Background: an optimization exercise with open tools, aiming at small area, a short achievable clock period and few clock cycles. Do not read the settings as production practice. Only simulation tests tie the RTL to the original design; equivalence was not proved. Power figures rest on the tool's default switching activity, not on a simulated workload.

==> flow/design.v (excerpt) <==
module fcs_stats (
    input             clk,
    input             rst,
    input             req_valid,
    output            req_ready,
    input      [63:0] req_word,
    input             push_valid,
    input      [15:0] push_count,
    output reg        resp_valid,
    output     [31:0] resp_res,
    output     [55:0] resp_str,
    output     [2:0]  resp_len,
    output     [2:0]  resp_fault
);
    localparam CAP = 8, SHORT = 4, W_HIGH = 4, T_UP = 100, T_DOWN = 80;
    localparam OP_RB_COPY      = 5'h0B;
    localparam OP_RB_SELECT    = 5'h0C;
    localparam OP_RB_STATS     = 5'h0D;
    localparam OP_RB_EXCURSION = 5'h0E;
    localparam OP_RB_DRIFT     = 5'h0F;
    localparam OP_RB_SHRINK    = 5'h10;
    localparam OP_SNAP_READ    = 5'h11;
    localparam OP_ISQRT        = 5'h12;
    localparam OP_FMT          = 5'h13;
    localparam F_NONE       = 3'd0;
    localparam F_ILLEGAL_OP = 3'd1;
    localparam F_BAD_WINDOW = 3'd5;
    localparam F_STATS_UNAV = 3'd6;
    localparam F_FMT_RANGE  = 3'd7;
    localparam SQ_RA = 6;
    localparam SQ_K  = 4;
    localparam SQ_N  = 2;
    localparam SQ_F  = 16 - SQ_RA - SQ_K * SQ_N;
    reg [15:0] rb [0:CAP-1];
    reg [2:0]  cursor;
    reg [3:0]  valid;
    wire [2:0] cursor_p = push_valid ? cursor + 3'd1 : cursor;
    wire [3:0] valid_p  = (push_valid && !valid[3]) ? valid + 4'd1 : valid;
  ...
Settings: LEC_CHECK=0, ABC_AREA=1, CAP_MARGIN=20, CORE_MARGIN=2, CORE_UTILIZATION=55, PLACE_DENSITY=0.7, SETUP_SLACK_MARGIN=1.0, SLEW_MARGIN=20; clock period 9.0 ns.
run.sh (not shown) runs the stock make flow with config.mk's settings and CLKGATE_MAP_FILE= SYNTH_SCRIPT=/design/flow/synth_recipe.tcl, a recipe that flattens the netlist after the stock synthesis.
The starting point ran to the end with no violations.
Testbench counts at the start, summed over its fixed seeds: cycles 20,287.
Edit:
CTS_BUF_LIST = sky130_fd_sc_hd__clkbuf_8   (was not set)
TNS_END_PERCENT = 10   (was not set)
Outcome: Cell area is lower slightly. Synthesized area does not change. Die area does not change. First-iteration DRC count falls slightly. Routed wire length hardly moves. Clock-buffer cell count rises by 7.

---

oak:
Starting RTL as in the previous note.
make LEC_CHECK=0 ABC_AREA=1 CAP_MARGIN=20 CORE_MARGIN=2 CORE_UTILIZATION=65 PLACE_DENSITY=0.8 SETUP_SLACK_MARGIN=1.0 SLEW_MARGIN=20 finish   # period 9.0 ns
oak closes out successfully: all stages finished, all timing, DRC and antenna checks passed.
Testbench counts of oak, summed over its fixed seeds: cycles 20,287.
### oak -> pine
diff --git a/flow/config.mk b/flow/config.mk
--- a/flow/config.mk
+++ b/flow/config.mk
@@ -10,5 +10,6 @@
 export CORE_MARGIN = 2
-export CORE_UTILIZATION = 65
-export PLACE_DENSITY = 0.8
-export SETUP_SLACK_MARGIN = 1.0
+export CORE_UTILIZATION = 45
+export CTS_BUF_LIST = sky130_fd_sc_hd__clkbuf_8
+export PLACE_DENSITY = 0.6
+export SETUP_SLACK_MARGIN = 1.25
 export SLEW_MARGIN = 20
[summary]
oak → pine: number of cells on the worst reg-to-reg path went down; final routed wire length divided by cell count now sits lower; flip-flop and latch count flat; met3 wire length went down 5.9 mm; power share of the sequential group fell 0.4 points. Max clock network fraction of total power across pine and oak: oak. Hold slack | pine below oak.
The inputs of birch differ from those of pine as listed below.
diff --git a/flow/config.mk b/flow/config.mk
--- a/flow/config.mk
+++ b/flow/config.mk
@@ -12,4 +12,4 @@
 export CTS_BUF_LIST = sky130_fd_sc_hd__clkbuf_8
-export PLACE_DENSITY = 0.6
-export SETUP_SLACK_MARGIN = 1.25
+export PLACE_DENSITY = 0.65
+export SETUP_SLACK_MARGIN = 1.0
 export SLEW_MARGIN = 20
[summary]
Worst slack on hold paths in birch vs pine: down 0.014 ns
pine → birch: count of buffer and inverter cells on the critical path grew by 2; total wirelength of the detailed-routed design decreased 3.6 mm; worst-case setup margin in the final layout went up 0.039 ns; layout buffering overhead excluding clock cells now sits lower.
[compare] base=pine new=birch: number of clock buffers in the layout up about 1.6%, final weighted congestion in routability-driven placement up 5.3%, fraction of area in clock buffers and inverters flat.
Summary of the comparison: maximum clock rate is higher in birch, relative to pine.
Relative to pine, setup slack of the worst register-to-register path has gone up in birch.
Where clock skew is concerned, pine is outperformed by birch.
Edits applied to the flow inputs when going from birch to maple:
diff --git a/flow/config.mk b/flow/config.mk
--- a/flow/config.mk
+++ b/flow/config.mk
@@ -15 +15,2 @@
 export SLEW_MARGIN = 20
+export TNS_END_PERCENT = 10
[summary]
The higher buffer and inverter count on the worst path came out of birch. Row register-to-register slack: maple lower / birch higher. In maple relative to birch, switching power total had gone down by a few percent. The number of cells in the finished layout apart from fillers of birch and that of maple are within noise of each other. As far as relative area of clock buffers and inverters in the final design is concerned, birch and maple perform about the same. The final reports for maple and birch show ratio of cells with drive above 1 in the final layout lower in the former. Diff maple and birch: part of the total power dissipated in combinational logic lower in maple. Looking at maple and birch, the final-layout fill cell count is a wash. The growth of design area from synthesis to finish number comes out higher for birch vs maple.

==> afterwards: timing with drivers on the ports <==
The results above use ideal ports. As a check the final layouts listed here were re-extracted and re-timed, cells and wires unchanged.
Step 1: set_driving_cell puts a clkbuf_16 on clk and a buf_2 on each other input, an assumption about the parent block.
Step 2 also shifts input and output timing later by t, the mid clock arrival at the registers, as if the neighbouring blocks saw the same clock.
Three values: ideal ports, drivers, drivers and shift; two values: the first two.
| run | t, ns | setup slack, ns | worst data-port slew with drivers (ns) | pins driven straight from the clock port |
|---|---|---|---|---|
| the first run of note 1 | 0.657 | 1.137 / 1.137 / 0.923 | 0.09 | 1 |
| the second run of note 1 | 0.771 | 1.155 / 1.095 / 0.844 | 0.09 | 1 |
| oak | 0.667 | 0.801 / 0.801 / 0.801 | 0.08 | 1 |
| pine | 0.757 | 1.338 / 1.338 / 0.935 | 0.08 | 1 |
| birch | 0.764 | 1.377 / 1.377 / 0.794 | 0.10 | 1 |
| maple | 0.764 | 1.127 / 1.063 / 0.748 | 0.10 | 1 |
After both steps every run listed still meets setup and hold. For birch, which loses most, drivers alone change the setup slack by 0.000 ns; drivers and shift together by -0.583 ns.
